Background: an optimization exercise with open tools, aiming at small area, a short achievable clock period and few clock cycles per item. Do not read the settings as production practice. Function was checked by simulation only, so behaviour that the tests miss may differ from the original. No activity file was given, so power comes from the tool's default toggle rates.

==> flow/design.v, too long to show whole: its modules and the start of the top module <==
// module ats_sensor_scan: 5217 lines
module ats_sensor_scan (
    input  wire        clk,
    input  wire        rst,           
    input  wire        start,         
    input  wire [15:0] now,           
    input  wire [7:0]  max_temp,      
    input  wire [7:0]  dis_temp,      
    output reg         ready,
    output reg  [7:0]  adc_en,        
    input  wire [15:0] adc_raw,       
    output reg         done,          
    output wire [63:0] readings,      
    output reg  [7:0]  max_reading,
    output reg         overheat
);
  // ...
==> flow/flow/run.sh <==
#!/bin/bash
# Own flow: the standard layout (standard.sh, unchanged synthesis), with
#  - the port buffers made of plain buffers.
# The whole make output goes to flow.log in the work folder; ORFS keeps each
# step's own log under orfs/logs/.
set -euo pipefail
export SETUP_SLACK_MARGIN="${SETUP_SLACK_MARGIN_OWN:-12}"
export TNS_END_PERCENT=100
export BUFFER_PORTS_ARGS="-buffer_cell sky130_fd_sc_hd__buf_2"
bash standard.sh > flow.log 2>&1
==> flow/standard.sh <==
#!/bin/bash
# synth_recipe.tcl (not shown) runs the flow's synth.tcl, then flattens the netlist and writes it again
# the make line also repeats each setting of config.mk as NAME=value (left out here)
make -C /OpenROAD-flow-scripts/flow DESIGN_CONFIG=/design/flow/config.mk WORK_HOME=/design/flow/orfs CLKGATE_MAP_FILE= SYNTH_SCRIPT=/design/flow/synth_recipe.tcl "${@:-finish}"
==> flow/config.mk <==
export PLATFORM = sky130hd
export DESIGN_NAME = ats_sensor_scan
export DESIGN_NICKNAME = ats_sensor_scan
export VERILOG_FILES = /design/flow/design.v
export SDC_FILE = /design/flow/constraint.sdc
export NUM_CORES = 4
export LEC_CHECK = 0
export CAP_MARGIN = 30
export CORE_MARGIN = 2
export CORE_UTILIZATION = 40
export SLEW_MARGIN = 20
==> flow/constraint.sdc <==
create_clock -name core_clock -period 17.0 [get_ports {clk}]
set_input_delay 3.4000 -clock core_clock [delete_from_list [all_inputs] [get_ports {clk}]]
set_output_delay 3.4000 -clock core_clock [all_outputs]
set_load 0.01 [all_outputs]
==> summary.txt, run 1 <==
number of synthesized flops with an enable pin=about 140; CP Buf/Inv Count=1; met2 routed WL=between 20000 and 30000 µm; Tcrit/Tclk final=0.275; WL/cell=30.2 µm; core outline area=~37000 µm²; worst r2r src=chan[2]; Fin Clk Skew=around 0.023 ns; Cell Area, Synth=between 10000 and 15000 µm²; R2R setup slack=around 12 ns; buffering overhead=0.0590; share of cells above drive strength 1=0.156; Layout Nets=1794; Multi-input gate area=about 7400 µm²; dominant cells by area after synthesis=edfxtp_1, dfxtp_1, a21oi_1; Top class by area=multi-input gates; Worst Hold Class=register to register; Synth Area in Simple Gates=0.159; setup bufs post-CTS=0; Avg Inst Size Synth=9.27 µm²; result of the run=timing/DRC/antenna clean; worst reg2reg path endpoint=rd[3][6]; via count=approximately 15000; crit path to=max_reading[5]; compound-cell area share of the yosys netlist=0.270; register area=6630 µm²
Testbench counts, summed over its fixed seeds: cycles 35,208, scans 3,200.
==> run 2: changes to the inputs <==
==> flow/run.sh (new file) <==
#!/bin/bash
# synth_recipe.tcl (not shown) runs the flow's synth.tcl, then flattens the netlist and writes it again
# the make line also repeats each setting of config.mk as NAME=value (left out here)
make -C /OpenROAD-flow-scripts/flow DESIGN_CONFIG=/design/flow/config.mk WORK_HOME=/design/flow/orfs CLKGATE_MAP_FILE= SYNTH_SCRIPT=/design/flow/synth_recipe.tcl finish
--- a/flow/config.mk
+++ b/flow/config.mk
@@ -5,7 +5,7 @@
 export SDC_FILE = /design/flow/constraint.sdc
 export NUM_CORES = 4
 export LEC_CHECK = 0
-export CAP_MARGIN = 30
+export CAP_MARGIN = 20
 export CORE_MARGIN = 2
 export CORE_UTILIZATION = 40
 export SLEW_MARGIN = 20
removed: flow/flow/run.sh
removed: flow/standard.sh
==> summary.txt, run 2 <==
Slowest-stage cell, CP=clkdlybuf4s50_1; # DRC=0; post-synthesis cell count=roughly 1600; reg2reg path depth=11; most frequent cells in the layout=edfxtp_1, clkdlybuf4s50_1, dfxtp_1; First-pass DRT Iterations=9; sequential share of the synthesized area=0.449; vias per std cell=between 6 and 7; clock root buffer=clkbuf_16; ANT nets after route=0; Largest regs=rd: 64 flops, r_wait: 56 flops; Fillers=approximately 3400; iteration-0 DRC count of the detailed router=approximately 2200; max reg flops=64; die area=a little under 40000 µm²; CTS buffer count=29; Synth area leader=edfxtp_1; Chip Width=roughly 200 µm; Crit Path Category=register to primary output; Worst Hold Margin=approximately 0.33 ns; Setup Viol. Count Final=0; most common cell after layout, fill and taps aside=edfxtp_1; Resize count post-CTS=0; syn nets=roughly 1700; largest net degree at the start of global routing=between 50 and 60; Synth Flop Type=edfxtp_1; hold path endpoint=r_wait[5][4]; Top reg by flops=rd; Cell Area, Synth=14800 µm² (unchanged); top cells by count, synth=edfxtp_1, dfxtp_1, a21oi_1, nand2_1, nor2_1; P_leak=6.43 nW; Max Slew Vio Count=0; I/O Buffers=between 100 and 150; Ports=134; number of global-route vias before repair=14100; Detail Placement HPWL=approximately 50000 µm; Pwr per Cell Area=~100 nW/µm²; area delta synth->final=19.5%; Tcrit/Tclk final=0.294 (+0.0195); R2R setup slack=12.34 ns (-0.07 ns); Final Cell Area=17600 µm²; Initial Util=0.404; setup bufs post-CTS=0 (unchanged); yosys warns=5; total of max-cap violations=0; Rel. slew slack=0.237; CP max FO=5; Crit path arrival time=roughly 1.6 ns; initial antenna violation count=0; Fin Clk Skew=0.0142 ns (-0.00902 ns); Seq cells post-synth=approximately 260; CTS tree=done; clock latency on the worst-skew pair=0.58 ns; Critical Path Max Stage Delay=around 0.6 ns; setup TNS=0 ns; GRT busiest layer=met2; fmax=roughly 200 MHz; CTS H-tree lvls=1; Worst EP required=~14 ns; Placer Congestion=1.04; cell with the most instances after synthesis=edfxtp_1; worst reg2reg path endpoint=rd[5][1]; row cnt=70; GRT Residual Overflow=0; dominant cells by area after synthesis=edfxtp_1, dfxtp_1, a21oi_1; sw power=around 0.57 mW; cell total after placement=approximately 2100; Async SR Flop Fraction=0; critical path, cell by cell=clkdlybuf4s50_1; CP Capture Type=primary output; WL/cell=30.8 µm (+1.7%); Layout Nets=1795 (+0.056%); Avg Inst Size Synth=9.27 µm² (unchanged); Worst Hold Class=register to register; die height=slightly below 200 µm; post-layout minimum cycle time=approximately 5.0 ns; switch share=0.311; met1 usage=0.447; combinational share of power=0.214; drt total wl=roughly 67000 µm; final cell count without fillers=2187; via count=14800 (+0.67%); worst-margin pin slew=between 1 and 1.5 ns; Netlist cell types=90; dpl cell area=16700 µm²; Worst-path clk slew=roughly 0.060 ns; met3 GRT Util=0.0658; worst r2r src=raw_q[11]; share of the synthesized area in the top cell type=0.277; result of the run=timing/DRC/antenna clean; share of cells above drive strength 1=0.0786 (-0.0775); All-Layer GR Usage=0.341; number of synthesized flops with an enable pin=136 (unchanged); IR drop worst, VDD=~89 µV; routing usage on met2=0.524; Clk pwr share=0.344; crit path launch type=register; core outline area=36500 µm² (unchanged); Pint=roughly 1.3 mW; Flop pwr share=0.442; first-pass GRT wire length=~96000 µm; clock sinks=roughly 260; CP Buf/Inv Count=1 (unchanged); hold depth=0; hold-fix buffer count after cts=0; Worst path top cell family by delay=buffers and inverters; Bufs on Longest Clock Path=3; RSZ-0062 raised after global routing=no; HP Start=r_wait[6][4]; final number of hold-violating endpoints=0
run 2: worst max path at each step:
| stage | start | to | slack [ns] | depth (start not counted) |
|---|---|---|---|---|
| after floorplan | rst | g_since[0] | 11.35 | 2 |
| after global placement | rst | g_since[0] | 12.02 | 3 |
| after detailed placement | rst | adc_en[5] | 11.99 | 5 |
| after CTS | max_reading[7] | max_reading[7] | 11.97 | 1 |
| after global routing | max_reading[7] | max_reading[7] | 11.95 | 1 |
| final | max_reading[7] | max_reading[7] | 12.00 | 1 |
run 2: layer usage:
| layer | wire (µm) | share of wire |
|---|---|---|
| met1 | 27000 | 0.40 |
| met2 | 29200 | 0.43 |
| met3 | 6300 | 0.094 |
| met4 | 4760 | 0.071 |
| met5 | 0 | 0 |
run 2: stage by stage:
| stage | util | worst slack, ns | power (mW) |
|---|---|---|---|
| after floorplan | - | 11.35 | 1.04 |
| final | 0.483 | 12.00 | 1.83 |
| after CTS | 0.483 | 11.97 | 1.83 |
| after global routing | 0.483 | 11.95 | 1.90 |
| after global placement | 0.456 | 12.02 | 1.19 |
| after detailed placement | 0.456 | 11.99 | 1.20 |
run 2: logic make-up (layout without fill, tap and decap cells):
| kind of cell | Yosys count | count (layout) | share of synthesized area |
|---|---|---|---|
| other | 0 | 1 | 0 |
| XOR/XNOR | 22 | 22 | 0.0130 |
| multiplexers | 4 | 4 | 0.00280 |
| adder cells (fa/ha/maj) | 64 | 64 | 0.0538 |
| AO/OA/AOI/OAI | 584 | 584 | 0.270 |
| buffers and inverters | 203 | 328 | 0.0527 |
| AND/OR/NAND/NOR | 453 | 453 | 0.159 |
| flip-flops | 263 | 263 | 0.449 |
run 2: power by group through the flow:
stage | Combinational [mW] | Sequential (mW) | Clock [mW]
2_1_floorplan | 0.239 | 0.805 | 0
3_3_place_gp | 0.378 | 0.817 | 0
3_5_place_dp | 0.377 | 0.819 | 0
4_1_cts | 0.379 | 0.809 | 0.643
5_1_grt | 0.416 | 0.817 | 0.668
6_report | 0.392 | 0.808 | 0.629
run 2: final cells by class:
type                       count  area [µm²]  area share
clock inverter                16         138     0.00780
sequential                   263        6630       0.376
tap                          468         586      0.0332
timing repair buffer         179        1680      0.0950
clock buffer                  38         842      0.0477
antenna                        1        2.50    0.000142
inverter                      95         357      0.0202
multi-input combinational   1127        7410       0.420

what the ideal ports hide:
The flow's constraints put no driver on any port. The routed layouts listed below were extracted and timed again, unchanged, in two steps.
Step 1 assumes that a clkbuf_16 drives the clock port and a buf_2 every other input.
Step 2 also shifts input and output timing later by t, the mid clock arrival at the registers, as if the neighbouring blocks saw the same clock.
Slacks: ideal / step 1 / step 2; pairs: ideal / step 1.
run	t (ns)	setup slack, ns	slew at the worst register clock pin (ns)	pins driven straight from the clock port
run 1	0.643	12.330 / 12.271 / 12.409	0.07 / 0.07	1
run 2	0.631	11.999 / 11.939 / 11.969	0.06 / 0.06	1
After both steps setup and hold are still met in every run listed. For run 2, which loses most, drivers alone change the setup slack by -0.060 ns; drivers and shift together by -0.030 ns.
